Context: an optimization exercise on an open-source flow, tuned for small area, a short achievable clock period and few clock cycles per item. The choices shown serve that exercise and are no tape-out recipe.
Only simulation tests tie the RTL to the original design; equivalence was not proved.
The clock port is modelled as an ideal driver, which makes a skipped or thinned clock tree look cheaper than it is; a real chip needs a root buffer or a tree.
No activity file was given, so power comes from the tool's default toggle rates.

## run A
==> flow/design.v <==
module fcodec (
    input  wire        clk,
    input  wire        rst,
    input  wire        in_valid,
    output wire        in_ready,
    input  wire [2:0]  op,
    input  wire [7:0]  sig,
    input  wire [63:0] opa,
    output reg         out_valid,
    output reg  [31:0] res,
    output reg         frng,
    output reg  [1:0]  err
);
    assign in_ready = 1'b1;
    wire [63:0] i_ix = 64'd1 << {op[1], sig[4:0]};
    wire [0:0] i_e3;
    assign i_e3[0] = |(i_ix & 64'h0010000000001000);
    wire [0:0] i_e4;
    assign i_e4[0] = |(i_ix & 64'h0008000000000800);
    wire [0:0] i_e5;
    assign i_e5[0] = |(i_ix & 64'h0004000000000400);
    wire [0:0] i_e6;
    assign i_e6[0] = |(i_ix & 64'h0002000000000200);
    wire [0:0] i_e7;
    assign i_e7[0] = |(i_ix & 64'h0001000000000100);
    wire [0:0] i_e8;
    assign i_e8[0] = |(i_ix & 64'h0000800000000080);
    reg        a_v;
    reg [31:0] a_opa;
    reg [2:0]  a_op;
    reg [4:0]  a_S;
    reg [8:3]  a_E;                       
    reg        a_shi;                     
    reg        a_x1, a_x0, a_fhi;         
    always @(posedge clk) begin
        a_v   <= ~rst & in_valid;
        a_opa <= opa[31:0];
        a_op  <= op;
        a_S   <= sig[4:0];
        a_E   <= {i_e8, i_e7, i_e6, i_e5, i_e4, i_e3};
        a_shi <= |sig[7:5];
        a_x1  <= &opa[62:52];
        a_x0  <= ~|opa[62:52];
        a_fhi <= |opa[51:32];
    end
    wire       w24 = a_op[1];
    wire       enc = ~a_op[0];
    wire [4:0] S   = a_S;
    wire [63:0] t_ix = 64'd1 << {w24, S};
    wire [4:0] t_amtn;
    assign t_amtn[0] = |(t_ix & 64'h000aaaa000000aa0);
    assign t_amtn[1] = |(t_ix & 64'h0019999000001990);
    assign t_amtn[2] = |(t_ix & 64'h0007878000000780);
    assign t_amtn[3] = |(t_ix & 64'h00007f8000001f80);
    assign t_amtn[4] = |(t_ix & 64'h0000007000000070);
    wire [0:0] t_ege9;
    assign t_ege9[0] = |(t_ix & 64'h00007ff000000070);
    wire [0:0] t_eeq8;
    assign t_eeq8[0] = |(t_ix & 64'h0000800000000080);
    wire [7:0] t_cr;
    assign t_cr[0] = |(t_ix & 64'h0015000000001500);
    assign t_cr[1] = |(t_ix & 64'h000c000000000c00);
    assign t_cr[2] = |(t_ix & 64'h000c000000000c00);
    assign t_cr[3] = |(t_ix & 64'h0014000000000b00);
    assign t_cr[4] = |(t_ix & 64'h0007000000001300);
    assign t_cr[5] = |(t_ix & 64'h0019000000001d00);
    assign t_cr[6] = |(t_ix & 64'h001e000000001e00);
    assign t_cr[7] = |(t_ix & 64'h0000000000000000);
    wire t_e3 = a_E[3], t_e4 = a_E[4], t_e5 = a_E[5], t_e6 = a_E[6], t_e7 = a_E[7], t_e8 = a_E[8];
    wire [31:0] sx = 32'd1 << S;
    wire [23:0] ge;
    genvar gi;
    generate
        for (gi = 0; gi < 24; gi = gi + 1) begin : g_ge
            assign ge[gi] = |(sx >> gi);
        end
    endgenerate
    wire [22:0] lows, below, rsel, mlo, mhi;
    generate
        for (gi = 0; gi < 23; gi = gi + 1) begin : g_mask
            assign lows[gi]  = ge[gi + 1];                             
            assign below[gi] = ~ge[23 - gi];                           
            assign rsel[gi]  = ge[22 - gi] & ~ge[23 - gi];             
            assign mlo[gi]   = ~ge[gi + 1] & ((gi < 6) ? 1'b1 : ge[(gi < 6) ? 0 : gi - 6]);
            assign mhi[gi]   = ((gi < 7) ? 1'b0 : ~ge[(gi < 7) ? 0 : gi - 6]) & ((gi <= 13) | (w24 & (gi <= 21)));
        end
    endgenerate
    reg [1:0] chk;
    always @(*) begin
        case (a_op)
            3'd0, 3'd1: chk = (a_shi || S < 5'd4 || S > 5'd12) ? 2'd3 : 2'd0;
            3'd2, 3'd3: chk = (a_shi || S < 5'd4 || S > 5'd20) ? 2'd3 : 2'd0;
            3'd4, 3'd5: chk = (a_shi || S != 5'd0) ? 2'd1 : 2'd0;
            default:    chk = 2'd1;
        endcase
    end
    wire [7:0]  e32 = a_opa[30:23];
    wire [22:0] f23 = a_opa[22:0];
    wire den = (t_e8 & (e32 == 8'd0))   | (t_e7 & (e32 <= 8'd64))  |
               (t_e6 & (e32 <= 8'd96))  | (t_e5 & (e32 <= 8'd112)) |
               (t_e4 & (e32 <= 8'd120)) | (t_e3 & (e32 <= 8'd124));
    wire ovf = (t_e8 & (e32 == 8'd255)) | (t_e7 & (e32 > 8'd190))  |
               (t_e6 & (e32 > 8'd158))  | (t_e5 & (e32 > 8'd142))  |
               (t_e4 & (e32 > 8'd134))  | (t_e3 & (e32 > 8'd130));
    wire dzero = (t_e7 & (e32 <= 8'd49))  | (t_e6 & (e32 <= 8'd81))  |
                 (t_e5 & (e32 <= 8'd97))  | (t_e4 & (e32 <= 8'd105)) |
                 (t_e3 & (e32 <= 8'd109));
    wire dz  = den & dzero;
    wire        top  = w24 ? a_opa[22] : a_opa[14];
    wire [22:0] mag  = w24 ? a_opa[22:0] : {8'd0, a_opa[14:0]};
    wire        dden = ~|(mag & ~lows);
    wire        dzer = ~|mag;
    reg  [4:0]  q;
    integer i;
    always @(*) begin
        q = 5'd0;
        for (i = 0; i < 20; i = i + 1)
            if (mag[i]) q = i[4:0];
    end
    wire lo_any = |(mag & mlo);
    wire lo_all = &(mag | ~mlo);
    wire hi_any = |(mag & mhi);
    wire hi_all = &(mag | ~mhi);
    wire d_ovf  = t_ege9 ? (top & (hi_any | lo_all)) : (t_eeq8 & top & lo_all);
    wire d_unf  = t_ege9 ? (~top & ~(hi_all & lo_any)) : (t_eeq8 & dden);
    wire [7:0] r_den = t_cr + {3'd0, q};
    wire [4:0] e5 = e32[4:0];
    wire [4:0] ad = ({5{t_e3}} & (5'd31 - e5)) | ({5{t_e4}} & (5'd28 - e5)) |
                    ({5{t_e5}} & (5'd21 - e5)) | ({5{t_e6}} & (5'd6  - e5)) |
                    ({5{t_e7}} & (5'd7  - e5)) | ({5{t_e8}} & (5'd8  - e5));
    wire [4:0] amt_den = {ad[4] ^ (~w24 & ad[3]), ad[3] ^ ~w24, ad[2:0]};
    wire [4:0] amt = enc ? (den ? amt_den : t_amtn) : (dden ? q : S);
    wire [51:0] V;
    wire [27:0] Vd = w24 ? {{6{~top}}, a_opa[21:0]} : {{14{~top}}, a_opa[13:0]};
    assign V[22:0]  = {23{enc}} & (f23 | below | {23{ovf}});
    assign V[23]    = enc & (den | (~ovf & e32[0]));
    assign V[29:24] = enc ? ({6{~den}} & ({6{ovf}} | e32[6:1])) : Vd[5:0];
    assign V[51:30] = enc ? {22{~den & (ovf | ~e32[7])}} : Vd[27:6];
    wire [46:0] v4 = amt[4] ? V[51:16]  : V[46:0];
    wire [38:0] v3 = amt[3] ? v4[46:8]  : v4[38:0];
    wire [34:0] v2 = amt[2] ? v3[38:4]  : v3[34:0];
    wire [32:0] v1 = amt[1] ? v2[34:2]  : v2[32:0];
    wire [31:0] Y  = amt[0] ? v1[32:1]  : v1[31:0];
    wire st = (~amt[4] | &V[15:0]) & (~amt[3] | &v4[7:0]) & (~amt[2] | &v3[3:0]) &
              (~amt[1] | &v2[1:0]) & (~amt[0] | v1[0]);
    wire rbit = |(f23 & rsel);
    wire all1 = &(f23 | below);
    wire inc1 = rbit & ~all1;
    wire [7:0] r = dden ? r_den : {~Y[31], Y[30:24]};
    wire ok   = (chk == 2'd0);
    wire dspc = dzer | d_ovf | d_unf;
    wire kill = ~ok | a_op[2] | (a_op[0] & dspc) | (enc & dz);
    wire fill = ok & ~a_op[2] & a_op[0] & ~dzer & d_ovf;
    wire val32 = !(a_opa[30:23] == 8'hFF || (a_opa[30:23] == 8'h00 && a_opa[22:0] != 23'd0));
    wire val64 = !(a_x1 || (a_x0 && (a_fhi || a_opa != 32'd0)));
    wire one  = ok & a_op[2] & (a_op[0] ? val64 : val32);
    wire sgn  = ok & ~a_op[2] & ~(a_op[0] & dzer) &
                (a_op[0] ? (w24 ? a_opa[23] : a_opa[15]) : a_opa[31]);
    reg        b_v;
    reg [23:1] b_Y;
    reg [7:0]  b_r;
    reg        b_Y0, b_st, b_den, b_inc1, b_flip, b_w24, b_sgn, b_dec;
    reg        b_kill, b_fill, b_one, b_frng;
    reg [1:0]  b_err;
    always @(posedge clk) begin
        b_v      <= ~rst & a_v;
        b_Y      <= Y[23:1];
        b_r      <= r;
        b_Y0     <= Y[0];
        b_st     <= st;
        b_den    <= den;
        b_inc1   <= inc1;
        b_flip   <= ~den & ~ovf;
        b_w24    <= w24;
        b_sgn    <= sgn;
        b_dec    <= a_op[0];
        b_kill   <= kill;
        b_fill   <= fill;
        b_one    <= one;
        b_frng   <= ok & ~a_op[2] & a_op[0] & ~dzer & (d_ovf | d_unf);
        b_err    <= chk;
    end
    wire        incb = b_den ? (b_Y0 | (b_inc1 & b_st)) : (b_flip & b_inc1);
    wire [22:0] msum = b_Y[23:1] + {22'd0, incb};
    wire [22:0] topf = b_flip ? (b_w24 ? 23'h400000 : 23'h004000) : 23'd0;
    wire [22:0] emag = msum ^ topf;
    reg  [31:0] dat;
    always @(*) begin
        if (b_dec)      dat = {1'b0, b_r, b_Y[23:1]};
        else if (b_w24) dat = {9'd0, emag};
        else            dat = {17'd0, emag[14:0]};
    end
    wire [31:0] sbit = b_dec ? 32'h80000000 : (b_w24 ? 32'h00800000 : 32'h00008000);
    wire [31:0] nres = ({32{~b_kill}} & dat) | ({32{b_fill}} & 32'h7F7FFFFF) |
                       ({32{b_sgn}} & sbit) | {31'd0, b_one};
    always @(posedge clk) begin
        out_valid <= ~rst & b_v;
        err       <= b_err;
        frng      <= b_frng;
        res       <= nres;
    end
endmodule
export LEC_CHECK = 0
export ABC_AREA = 1
export CAP_MARGIN = 20
export CORE_MARGIN = 2
export CORE_UTILIZATION = 40
export SLEW_MARGIN = 20
create_clock -name core_clock -period 14.0 [get_ports {clk}]
standard.sh (not shown) runs the stock make flow with config.mk's settings and CLKGATE_MAP_FILE= SYNTH_SCRIPT=/design/flow/synth_recipe.tcl, a recipe that flattens the netlist after the stock synthesis.
==> flow/flow/run.sh <==
#!/bin/bash
# Layout flow: the standard ORFS flow (standard.sh: unchanged synthesis
# and steps) at the design's clock period and constraints, with these
# settings changed on the make command line:
#  - SETUP_SLACK_MARGIN: ORFS's timing repair aims for this setup slack
#    instead of 0, so the layout reaches a shorter period than the clock's;
#  - BUFFER_PORTS_ARGS: the port buffers are buf_1 cells (resized by the
#    repair where timing needs it) instead of the resizer's default pick;
#  - PRE_CTS_TCL: flow/clock_tree.tcl builds a balanced two-level clock tree
#    (4 + 8 clkbuf_16) in place of clock_tree_synthesis; the rest of ORFS's
#    CTS step (legalisation, timing repair) runs unchanged.
# The make output goes to orfs_make.log; each ORFS step also writes its own
# log under orfs/logs.
set -euo pipefail
bash standard.sh \
  SETUP_SLACK_MARGIN=10.45 \
  "BUFFER_PORTS_ARGS=-buffer_cell sky130_fd_sc_hd__buf_1" \
  "PRE_CTS_TCL=$PWD/flow/clock_tree.tcl" \
  finish > orfs_make.log 2>&1
Other scripts of this flow, unchanged in this note and not shown: flow/flow/clock_tree.tcl
Testbench counts of run A, summed over its fixed seeds: cycles 32,024, items 32,000.
> inputs changed (run A -> run B)
- changing CORE_UTILIZATION from 40 to 35
- setting PLACE_DENSITY to 0.75 for the first time
The routed via count divided by cell count in run B was lower than what run A gave.
Run B completed end to end with timing, DRC and antenna clean.
When run B is set beside run A, its final period demand of the worst path turns out to be 0.0056 ns smaller.
Run B: global routing usage on met3 1.1 points above run A
Input changes introduced in run C (baseline for comparison: run B):
- a change of CORE_UTILIZATION from 35 to 40
--- a/flow/flow/run.sh
+++ b/flow/flow/run.sh
@@ -15,3 +15,3 @@
 bash standard.sh \
-  SETUP_SLACK_MARGIN=10.45 \
+  SETUP_SLACK_MARGIN=10.55 \
   "BUFFER_PORTS_ARGS=-buffer_cell sky130_fd_sc_hd__buf_1" \
==> comparison <==
A worst setup path startpoint of err[0] is what run C shows, while res[31] belongs to run B. Sort run B and run C by areal power density over the cells asc -> top: run C. The higher area of the placeable core of run B and run C is in run B. Layout overhead on the synthesized area: lower on run B.
For run D, these inputs were changed with respect to run C:
- a deleted PLACE_DENSITY that had been 0.75
- a change of ABC_AREA from 1 to 0
--- a/flow/flow/run.sh
+++ b/flow/flow/run.sh
@@ -15,3 +15,3 @@
 bash standard.sh \
-  SETUP_SLACK_MARGIN=10.55 \
+  SETUP_SLACK_MARGIN=10.45 \
   "BUFFER_PORTS_ARGS=-buffer_cell sky130_fd_sc_hd__buf_1" \
[summary]
- Run C vs run D, main power-consuming group: registers vs combinational cells
- In the metrics for run D and run C, the one carrying the higher wire length is run D.
- Utilization run C -> run D: up
- Against run C as the reference, run D delivers a higher overall track demand over capacity in global routing.
In every run of this note, the design's own scripts or RTL, not TritonCTS, make the clock network.

-- static timing again, ports no longer ideal --
The results above use ideal ports. As a check the final layouts listed here were re-extracted and re-timed, cells and wires unchanged.
Step 1 assumes that a clkbuf_16 drives the clock port and a buf_2 every other input.
Step 2 adds t to the input delays and takes it off the output delays; t is the mean of the earliest and latest rising clock arrival at the registers after step 1. Input paths then give back, and output paths get back, about the clock's delay inside the block.
Three values: ideal ports, drivers, drivers and shift; two values: the first two.
run	t (ns)	setup slack, ns	worst data-port slew with drivers (ns)
run A	0.397	10.476 / 10.357 / 10.296	0.04
run B	0.388	10.481 / 10.371 / 10.291	0.04
run C	0.377	10.484 / 10.378 / 10.383	0.04
run D	0.384	10.141 / 10.141 / 10.141	0.04
After both steps every run listed still meets setup and hold. The setup slack of run B, which loses most, moves by -0.110 ns with the drivers and by -0.190 ns with both steps.
